Source: an optimization exercise on an open RTL-to-GDS flow (aim: small area and a short achievable clock period). Production flows keep margins and buffers that such runs may drop.
At most, simulation tests tie the RTL to the original design; equivalence was not proved.
Power and IR drop assume default switching activity.

== old ==
==> flow/design.v <==
module robbus_engine (
    input  wire         clk,
    input  wire         ev_valid,
    input  wire [9:0]   ev,
    input  wire [7:0]   store_rdata,
    input  wire [127:0] h_reply,
    output wire         tx_valid,
    output wire [7:0]   tx_data,
    output wire         store_we,
    output wire [7:0]   store_wdata,
    output wire         h_call,
    output wire [127:0] h_arg
);
    localparam [2:0] RX_IDLE   = 3'd0;
    localparam [2:0] RX_WADDR  = 3'd1;
    localparam [2:0] RX_WGMASK = 3'd2;
    localparam [2:0] RX_WLEN   = 3'd3;
    localparam [2:0] RX_WDATA  = 3'd4;
    localparam [2:0] RX_WCSUM  = 3'd5;
    localparam [2:0] TX_IDLE  = 3'd0;
    localparam [2:0] TX_START = 3'd1;
    localparam [2:0] TX_ADDR  = 3'd2;
    localparam [2:0] TX_LEN   = 3'd3;
    localparam [2:0] TX_DATA  = 3'd4;
    reg [7:0]   addr;
    reg [2:0]   rx_state;
    reg         rx_esc;
    reg         is_svc;
    reg         is_grp;
    reg [7:0]   rx_nsum;     
    reg [7:0]   grp_x;       
    reg [7:0]   rx_len;
    reg [7:0]   rx_idx;
    reg [511:0] bm;          
    reg [2:0]   tx_state;
    reg         tx_esc;
    reg [7:0]   tx_nsum;     
    reg [7:0]   tx_rem;      
    reg [6:0]   tx_idx;      
    reg         tx_svc;      
    wire [7:0] buf0 = bm[7:0];
    wire [7:0] buf1 = bm[15:8];
    wire [7:0] buf2 = bm[23:16];
    wire [7:0] buf3 = bm[31:24];
    wire       ev_rx    = ev_valid & ~ev[9] & ~ev[8];
    wire       ev_tick  = ev_valid & ~ev[9] &  ev[8];
    wire       ev_reset = ev_valid &  ev[9] & ~ev[8];
    wire [7:0] b        = ev[7:0];
    wire       b_small  = (b[7:2] == 6'd0);
    wire       cls_esc  = ev_rx & ~rx_esc & b_small & (b[1:0] == 2'd0);
    wire       cls_mark = ev_rx & ~rx_esc & b_small & (b[1:0] != 2'd0);
    wire       cls_data = ev_rx & (rx_esc | ~b_small);
    wire [7:0] v        = rx_esc ? {b[7:2] - 6'd1, b[1:0]} : b;
    wire st_idle  = (rx_state == RX_IDLE);
    wire st_waddr = (rx_state == RX_WADDR);
    wire st_wgm   = (rx_state == RX_WGMASK);
    wire st_wlen  = (rx_state == RX_WLEN);
    wire st_wdata = (rx_state == RX_WDATA);
    wire st_wcsum = (rx_state == RX_WCSUM);
    wire [7:0] csum_tgt = rx_esc ? {rx_nsum[7:2] + 6'd1, rx_nsum[1:0]} : rx_nsum;
    wire       tgt_ok   = rx_esc | (csum_tgt[7:2] != 6'd0);
    wire       csum_ok  = ev_rx & st_wcsum & tgt_ok & (b == csum_tgt);
    wire ca_valid  = (buf2 == addr) & (buf3 == (addr ^ buf1));
    wire svc_echo  = (buf0 == 8'h10);
    wire svc_desc  = (buf0 == 8'h11);
    wire svc_ca    = (buf0 == 8'h12) & ca_valid;
    wire h_wr      = csum_ok & ~is_svc;                  
    wire svc_wr    = csum_ok & is_svc & (svc_desc | svc_ca);
    wire do_echo   = csum_ok & is_svc & svc_echo;
    wire do_prime  = (h_wr & ~is_grp) | svc_wr | do_echo;
    assign h_call      = h_wr;
    assign store_we    = csum_ok & is_svc & svc_ca;
    assign store_wdata = buf1;
    assign h_arg       = bm[127:0];
    wire       rx_wr = cls_data & st_wdata & ~rx_idx[7] & ~rx_idx[6];
    wire [7:0] wbus  = {8{~ev[9]}} & (st_wdata ? v : 8'h10);
    genvar gk;
    generate
        for (gk = 0; gk < 64; gk = gk + 1) begin : g_buf
            wire en = ev_reset | (rx_wr & (rx_idx[5:0] == gk))
                    | ((gk < 16) ? h_wr : 1'b0)
                    | ((gk < 2) ? svc_wr : 1'b0);
            wire [7:0] d;
            if (gk < 16) begin : g_h
                assign d = h_wr ? h_reply[8*gk +: 8] : wbus;
            end else begin : g_n
                assign d = wbus;
            end
            always @(posedge clk)
                if (en) bm[8*gk +: 8] <= d;
        end
    endgenerate
    wire [7:0] tx_rd  = tx_idx[6] ? 8'h00 : bm[8*tx_idx[5:0] +: 8];
    wire       tx_more = (tx_rem != 8'd0);
    reg [7:0] tx_v;
    reg       tx_add;
    always @(*) begin
        tx_v   = 8'h00;
        tx_add = 1'b0;
        case (tx_state)
            TX_ADDR: begin tx_v = addr | 8'h80; tx_add = 1'b1; end
            TX_LEN:  begin tx_v = tx_rem;       tx_add = 1'b1; end
            TX_DATA: begin
                if (tx_more) begin tx_v = tx_rd; tx_add = 1'b1; end
                else           tx_v = tx_nsum;
            end
            default: ;
        endcase
    end
    wire tx_small = (tx_v[7:2] == 6'd0);
    wire tx_done  = tx_esc | ~tx_small;
    wire tx_act   = (tx_state != TX_IDLE);
    assign tx_valid = ev_tick & tx_act;
    assign tx_data  = (tx_state == TX_START) ? {6'd0, ~tx_svc, tx_svc} :
                      tx_esc ? {tx_v[7:2] + 6'd1, tx_v[1:0]} :
                      tx_small ? 8'h00 : tx_v;
    always @(posedge clk) begin
        if (ev_reset) begin
            addr     <= store_rdata;
            rx_state <= RX_IDLE;
            rx_esc   <= 1'b0;
            tx_state <= TX_IDLE;
            tx_esc   <= 1'b0;
        end else if (ev_rx) begin
            rx_esc <= cls_esc;
            if (cls_mark) begin
                rx_nsum  <= 8'h00;
                is_svc   <= (b[1:0] == 2'd1);
                is_grp   <= (b[1:0] == 2'd3);
                rx_state <= RX_WADDR;
            end else if (cls_data) begin
                rx_nsum <= rx_nsum - v;
                case (rx_state)
                    RX_WADDR: begin
                        grp_x <= v ^ addr;
                        if (v[7])
                            rx_state <= RX_IDLE;
                        else if (is_grp)
                            rx_state <= RX_WGMASK;
                        else if (v == addr)
                            rx_state <= RX_WLEN;
                        else
                            rx_state <= RX_IDLE;
                    end
                    RX_WGMASK: begin
                        if ((v & grp_x) == 8'h00)
                            rx_state <= RX_WLEN;
                        else
                            rx_state <= RX_IDLE;
                    end
                    RX_WLEN: begin
                        rx_len   <= v;
                        rx_idx   <= 8'h00;
                        rx_state <= (v == 8'h00) ? RX_WCSUM : RX_WDATA;
                    end
                    RX_WDATA: begin
                        rx_idx <= rx_idx + 8'd1;
                        if (rx_idx + 8'd1 == rx_len)
                            rx_state <= RX_WCSUM;
                    end
                    RX_WCSUM: begin
                        rx_state <= RX_IDLE;
                        if (svc_ca)
                            if (csum_ok & is_svc) addr <= buf1;
                        if (do_prime) begin
                            tx_svc   <= is_svc;
                            tx_rem   <= ~is_svc ? 8'd16 : svc_echo ? rx_len : 8'd2;
                            tx_idx   <= 7'd0;
                            tx_nsum  <= 8'h00;
                            tx_esc   <= 1'b0;
                            tx_state <= TX_START;
                        end
                    end
                    default: ;
                endcase
            end
        end else if (ev_tick) begin
            case (tx_state)
                TX_START: tx_state <= TX_ADDR;
                TX_ADDR, TX_LEN, TX_DATA: begin
                    tx_esc <= ~tx_done;
                    if (tx_done) begin
                        if (tx_add)
                            tx_nsum <= tx_nsum - tx_v;
                        case (tx_state)
                            TX_ADDR: tx_state <= TX_LEN;
                            TX_LEN:  tx_state <= TX_DATA;
                            default: begin
                                if (tx_more) begin
                                    tx_rem <= tx_rem - 8'd1;
                                    if (~tx_idx[6])
                                        tx_idx <= tx_idx + 7'd1;
                                end else
                                    tx_state <= TX_IDLE;
                            end
                        endcase
                    end
                end
                default: ;
            endcase
        end
    end
endmodule
Settings: LEC_CHECK=0, CAP_MARGIN=20, CORE_MARGIN=2, CORE_UTILIZATION=40, SLEW_MARGIN=20; clock period 6.0 ns.
run.sh (not shown) runs the stock make flow with config.mk's settings and CLKGATE_MAP_FILE= SYNTH_SCRIPT=/design/flow/synth_recipe.tcl, a recipe that flattens the netlist after the stock synthesis.
old went all the way through the flow, and no timing, DRC or antenna check failed.
The following lists how new was set up differently from old:
Settings: setting SETUP_SLACK_MARGIN to 2.0 for the first time.
new ended up with a higher area added between synthesis and finish than old did.
Critical path depth: old vs new identical
Comparing new against old, there is no change at all in starting density of the core.
Worst setup slack before clock tree synthesis on new is ahead of old.
new: count of filler cells inserted in the layout 107 below old
In the flow results for old and new, the worst hold slack is smaller on new.
Final worst-path cycle share, old and new: higher on old
Delta(global routing met3 resource utilization, new - old) > 0
No functional check of the RTL was part of any run of this note.

Setup of wip/harbor:
Another version of the RTL of robbus_engine (not shown whole).
For scale: roughly 2200 cells after synthesis.
export LEC_CHECK = 0
export CAP_MARGIN = 20
export CORE_MARGIN = 2
export CORE_UTILIZATION = 40
export SETUP_SLACK_MARGIN = 2.6
export SLEW_MARGIN = 20
create_clock -name core_clock -period 6.0 [get_ports {clk}]
What wip/umber does differently from wip/harbor at the input level:
Settings: CTS_BUF_LIST newly set to sky130_fd_sc_hd__clkbuf_4 sky130_fd_sc_hd__clkbuf_8.
==> flow/flow/run.sh (new file) <==
#!/bin/bash
# The standard layout, with the port buffers made of the smallest buffer cell.
set -euo pipefail
export BUFFER_PORTS_ARGS="-buffer_cell sky130_fd_sc_hd__buf_1"
bash standard.sh > standard_flow.log 2>&1
==> flow/standard.sh (new file) <==
#!/bin/bash
# synth_recipe.tcl (not shown) runs the flow's synth.tcl, then flattens the netlist and writes it again
# the make line also repeats each setting of config.mk as NAME=value (left out here)
make -C /OpenROAD-flow-scripts/flow DESIGN_CONFIG=/design/flow/config.mk WORK_HOME=/design/flow/orfs CLKGATE_MAP_FILE= SYNTH_SCRIPT=/design/flow/synth_recipe.tcl "${@:-finish}"
removed: flow/run.sh
[summary]
- Diff wip/harbor..wip/umber | number of unique standard cell types used by synthesis | unchanged
- Higher core utilization goes to wip/harbor over wip/umber.
- The clock period minus final worst setup slack number comes out higher for wip/harbor vs wip/umber.
- Between wip/umber and wip/harbor, it is wip/umber whose cell area reported after detailed placement is lower, by 1900 um^2.
- Going from wip/harbor to wip/umber, area of all placed cells without fillers shrank by a few percent.
- On first-pass GRT wire length, wip/umber does better than wip/harbor.
- Relative to wip/harbor, fraction of power consumed by combinational cells has gone down in wip/umber.
- Register fraction of the total cell area up 2.2 points in wip/umber wrt wip/harbor
No run of this note included a check of the RTL's function; only the layout flow was run.

the previous run:
Another version of the RTL of robbus_engine (not shown whole).
For scale: roughly 2400 cells after synthesis, roughly 300 I/O pins, ~32000 µm² of cells after synthesis.
Settings: LEC_CHECK=0, CAP_MARGIN=20, CORE_MARGIN=2, CORE_UTILIZATION=60, PLACE_DENSITY=0.72, SETUP_SLACK_MARGIN=2.6, SLEW_MARGIN=20; clock period 6.0 ns.
standard.sh (not shown) runs the stock make flow with config.mk's settings and CLKGATE_MAP_FILE= SYNTH_SCRIPT=/design/flow/synth_recipe.tcl, a recipe that flattens the netlist after the stock synthesis.
==> flow/flow/run.sh <==
#!/bin/bash
# The standard layout, with the port buffers made of the smallest buffer cell.
set -euo pipefail
export BUFFER_PORTS_ARGS="-buffer_cell sky130_fd_sc_hd__buf_1"
bash standard.sh > standard_flow.log 2>&1
The previous run ran to completion and came out clean on the timing, DRC and antenna checks.
diff inputs: the previous run => the current run
- a deleted PLACE_DENSITY that had been 0.72
- a change of CORE_UTILIZATION from 60 to 40
- an added CTS_BUF_LIST of sky130_fd_sc_hd__clkbuf_4 sky130_fd_sc_hd__clkbuf_8
- a change of SETUP_SLACK_MARGIN from 2.6 to 2.3
==> comparison <==
Critical path depth came out lower on the current run than on the previous run. The previous run → the current run: part of the power in registers increased 1.2 points, cell count increased 364, flop-to-flop setup slack decreased 0.20 ns, clock network fraction of design power decreased 0.8 points. The higher final wirelength came out of the current run.

Starting RTL as in the previous note.
Settings: LEC_CHECK=0, CAP_MARGIN=20, CORE_MARGIN=2, CORE_UTILIZATION=40, CTS_CLUSTER_DIAMETER=60, CTS_CLUSTER_SIZE=24, SETUP_SLACK_MARGIN=2.6, SLEW_MARGIN=20; clock period 6.0 ns.
Scripts as last shown in full above: flow/flow/run.sh
Then changed:
--- a/flow/config.mk
+++ b/flow/config.mk
@@ -9,6 +9,6 @@
 export CORE_MARGIN = 2
-export CORE_UTILIZATION = 40
-export CTS_CLUSTER_DIAMETER = 60
-export CTS_CLUSTER_SIZE = 24
-export SETUP_SLACK_MARGIN = 2.6
+export CORE_UTILIZATION = 60
+export CTS_BUF_LIST = sky130_fd_sc_hd__clkbuf_4 sky130_fd_sc_hd__clkbuf_8
+export PLACE_DENSITY = 0.72
+export SETUP_SLACK_MARGIN = 2.5
 export SLEW_MARGIN = 20
After rerunning:
- The new run completed with no timing, DRC or antenna violations
- cell count goes down by 9.3%
- fmax is about the same
- hold slack is worse by 78 ps
Then changed:
--- a/flow/config.mk
+++ b/flow/config.mk
@@ -7,8 +7,7 @@
 export LEC_CHECK = 0
-export CAP_MARGIN = 20
+export CAP_MARGIN = 5
 export CORE_MARGIN = 2
-export CORE_UTILIZATION = 60
+export CORE_UTILIZATION = 40
 export CTS_BUF_LIST = sky130_fd_sc_hd__clkbuf_4 sky130_fd_sc_hd__clkbuf_8
-export PLACE_DENSITY = 0.72
-export SETUP_SLACK_MARGIN = 2.5
-export SLEW_MARGIN = 20
+export SETUP_SLACK_MARGIN = 3.0
+export SLEW_MARGIN = 5
Die area grows by about 50%.
Clock skew climbs by 9.1 ps.
Hold slack hardly moves.
Synthesized cell count stays the same.
Total power goes up by 2.1%.
Non-clock buffer count climbs by 136.
Then changed:
--- a/flow/config.mk
+++ b/flow/config.mk
@@ -7,7 +7,8 @@
 export LEC_CHECK = 0
-export CAP_MARGIN = 5
+export CAP_MARGIN = 10
 export CORE_MARGIN = 2
-export CORE_UTILIZATION = 40
+export CORE_UTILIZATION = 60
 export CTS_BUF_LIST = sky130_fd_sc_hd__clkbuf_4 sky130_fd_sc_hd__clkbuf_8
-export SETUP_SLACK_MARGIN = 3.0
-export SLEW_MARGIN = 5
+export PLACE_DENSITY = 0.72
+export SETUP_SLACK_MARGIN = 2.6
+export SLEW_MARGIN = 10
=> The changed run went through all stages and came out clean; non-clock buffer count came out lower by 120; worst setup slack gets better by 69 ps; maximum frequency came out higher by 1.9%; first-iteration DRC count came out lower by 4.9%; cell area came out lower by 7.0%; cell count came out lower by 12%.

oak:
Another version of the RTL of robbus_engine (not shown whole).
Size in the first run: roughly 1900 cells after synthesis, roughly 590 flip-flops, ~0.029 mm2 of cells after synthesis.
Settings: LEC_CHECK=0, CAP_MARGIN=20, CORE_MARGIN=2, CORE_UTILIZATION=40, SETUP_SLACK_MARGIN=2.0, SLEW_MARGIN=20; clock period 6.0 ns.
Scripts as last shown in full above: flow/flow/run.sh
oak | status: complete | timing, DRC, antenna: pass
For pine, these inputs were changed with respect to oak:
==> flow/run.sh (new file) <==
#!/bin/bash
# synth_recipe.tcl (not shown) runs the flow's synth.tcl, then flattens the netlist and writes it again
# the make line also repeats each setting of config.mk as NAME=value (left out here)
make -C /OpenROAD-flow-scripts/flow DESIGN_CONFIG=/design/flow/config.mk WORK_HOME=/design/flow/orfs CLKGATE_MAP_FILE= SYNTH_SCRIPT=/design/flow/synth_recipe.tcl finish
removed: flow/flow/run.sh
removed: flow/standard.sh
[summary]
oak -> pine: internal power consumption increased slightly
Looking at largest net degree at the start of global routing across oak and pine, the one that comes out higher is pine.
Row clock share of power: pine lower / oak higher
Looking at number of levels the H-tree was split into across oak and pine, the one that comes out lower is pine.
pine finished every step from synthesis to the final layout, and the layout passed the timing, DRC and antenna checks.
Looking at first-pass GRT wire length, pine sits 4.0 mm higher than oak does.
Detailed-route wire length: pine vs oak up 4.7%
Diff oak..pine | largest clock skew in the final design | negligible
Total area of multi-input combinational cells: pine vs oak up about 0.34%
Summary of pine over oak: share of power burned in combinational logic went up by 1.5 points; placed cell area increased 5.9%; via count lost 153.
No run of this note included a check of the RTL's function; only the layout flow was run.

run A:
RTL: one of the versions met above, not the one the previous note started from.
For scale: about 600 flip-flops, about 0.032 sq mm of cells after synthesis.
Settings: LEC_CHECK=0, CAP_MARGIN=20, CORE_MARGIN=2, CORE_UTILIZATION=65, CTS_BUF_LIST=sky130_fd_sc_hd__clkbuf_4 sky130_fd_sc_hd__clkbuf_8, PLACE_DENSITY=0.76, SETUP_SLACK_MARGIN=2.6, SLEW_MARGIN=20; clock period 6.0 ns.
==> flow/flow/run.sh <==
#!/bin/bash
# The standard layout, with the port buffers made of the smallest buffer cell.
set -euo pipefail
export BUFFER_PORTS_ARGS="-buffer_cell sky130_fd_sc_hd__buf_1"
bash standard.sh > standard_flow.log 2>&1
Run A went all the way through the flow, and no timing, DRC or antenna check failed.
### run A -> run B
Settings: clearing PLACE_DENSITY, which used to be 0.76; swapping 65 for 40 in CORE_UTILIZATION.
Results
Compared to run A, run B has count of nets after finishing 30 higher. Cell count of run B exceeds that of run A by more than 10%. Comparing run B and run A, the lower final non-filler cell area is on run A. Sort run B and run A by overall global routing resource usage asc -> top: run B. Clock-buffer cell count: run B < run A. Between run B and run A, it is run B whose sequential fraction of total cell area is lower, by 1.3 points. Diff run A -> run B | switching power total | up slightly. Compared run A against run B; proportion of power drawn by combinational gates within noise.
### run B -> run C
Settings: CORE_UTILIZATION changed from 40 to 60; SETUP_SLACK_MARGIN changed from 2.6 to 2.75; PLACE_DENSITY newly set to 0.72.
Between run B and run C, met1 capacity usage during global routing increased. The worst path required time on run B is in line with that on run C. Wire length of the first global-routing pass, run B and run C, higher one = run B. Floorplan check, run C vs run B: die outline smaller in run C. Run C vs. run B: clock network fraction of total power shows a reduction of 1.0 points, cell count of the worst reg-to-reg path shows an increase of 4, starting DRC count in detailed routing shows an increase of 14%, total wirelength of the detailed-routed design shows a reduction of 5.2%, post-route total power shows a reduction of 1.9%. Power per cell area was higher in the run labelled run B. Re proportion of cell area occupied by multi-input gates: run C is 0.86 points up on run B.
For run D, these inputs were changed with respect to run C:
Settings: swapping 2.75 for 2.6 in SETUP_SLACK_MARGIN.
Results
Area added between synthesis and finish delta for run D relative to run C: 0.84 points lower
Taking run C as the reference, in run D final design instance area without fill has decreased; met3 capacity usage during global routing has remained practically unchanged; clock power share has increased.
Any difference in required time at the worst-slack endpoint between run C and run D is small enough to ignore.
Looking only at placed wire-length estimate, and setting everything else aside, the lower value of run D and run C goes to run D.
Diff run D..run C | switching share of power | negligible

afterwards: timing with drivers on the ports:
In the flow no input, the clock included, has a driving cell. The finished layouts below were timed again as built, in two steps. Step 1 assumes that a clkbuf_16 drives the clock port and a buf_2 every other input. Step 2 moves the port delays by t, midway between the first and last clock arrival at a register: inputs arrive t later, outputs are due t later. That takes back most of the time a late clock gives input paths. Slacks: ideal / step 1 / step 2; pairs: ideal / step 1.
| run | t (ns) | setup slack, ns | slew at the worst register clock pin (ns) | worst data-port slew with drivers (ns) |
|---|---|---|---|---|
| old | 0.694 | 0.127 / 0.064 / 0.519 | 0.07 / 0.07 | 0.09 |
| new | 0.700 | 0.765 / 0.702 / 1.120 | 0.07 / 0.07 | 0.09 |
| wip/harbor | 0.671 | 2.047 / 1.954 / 1.689 | 0.07 / 0.07 | 0.09 |
| wip/umber | 0.766 | 2.102 / 2.026 / 1.827 | 0.07 / 0.07 | 0.09 |
| the previous run | 0.712 | 2.454 / 2.383 / 1.862 | 0.07 / 0.07 | 0.12 |
| the current run | 0.755 | 2.257 / 2.257 / 1.574 | 0.08 / 0.08 | 0.09 |
| the first run of note 4 | 0.684 | 2.355 / 2.354 / 1.881 | 0.09 / 0.09 | 0.10 |
| the second run of note 4 | 0.772 | 2.366 / 2.317 / 1.687 | 0.07 / 0.07 | 0.11 |
| the third run of note 4 | 0.774 | 2.373 / 2.330 / 1.835 | 0.07 / 0.07 | 0.09 |
| the fourth run of note 4 | 0.774 | 2.442 / 2.345 / 1.815 | 0.07 / 0.07 | 0.12 |
| oak | 0.667 | 1.626 / 1.563 / 1.588 | 0.06 / 0.06 | 0.12 |
| pine | 0.693 | 1.585 / 1.522 / 1.635 | 0.07 / 0.07 | 0.10 |
| run A | 0.762 | 2.422 / 2.358 / 1.719 | 0.08 / 0.08 | 0.11 |
| run B | 0.776 | 2.404 / 2.358 / 1.765 | 0.07 / 0.07 | 0.09 |
| run C | 0.756 | 2.443 / 2.341 / 1.796 | 0.07 / 0.07 | 0.10 |
| run D | 0.764 | 2.441 / 2.344 / 1.848 | 0.07 / 0.07 | 0.12 |
After both steps every run listed still meets setup and hold. The setup slack of run A, which loses most, moves by -0.064 ns with the drivers and by -0.703 ns with both steps.
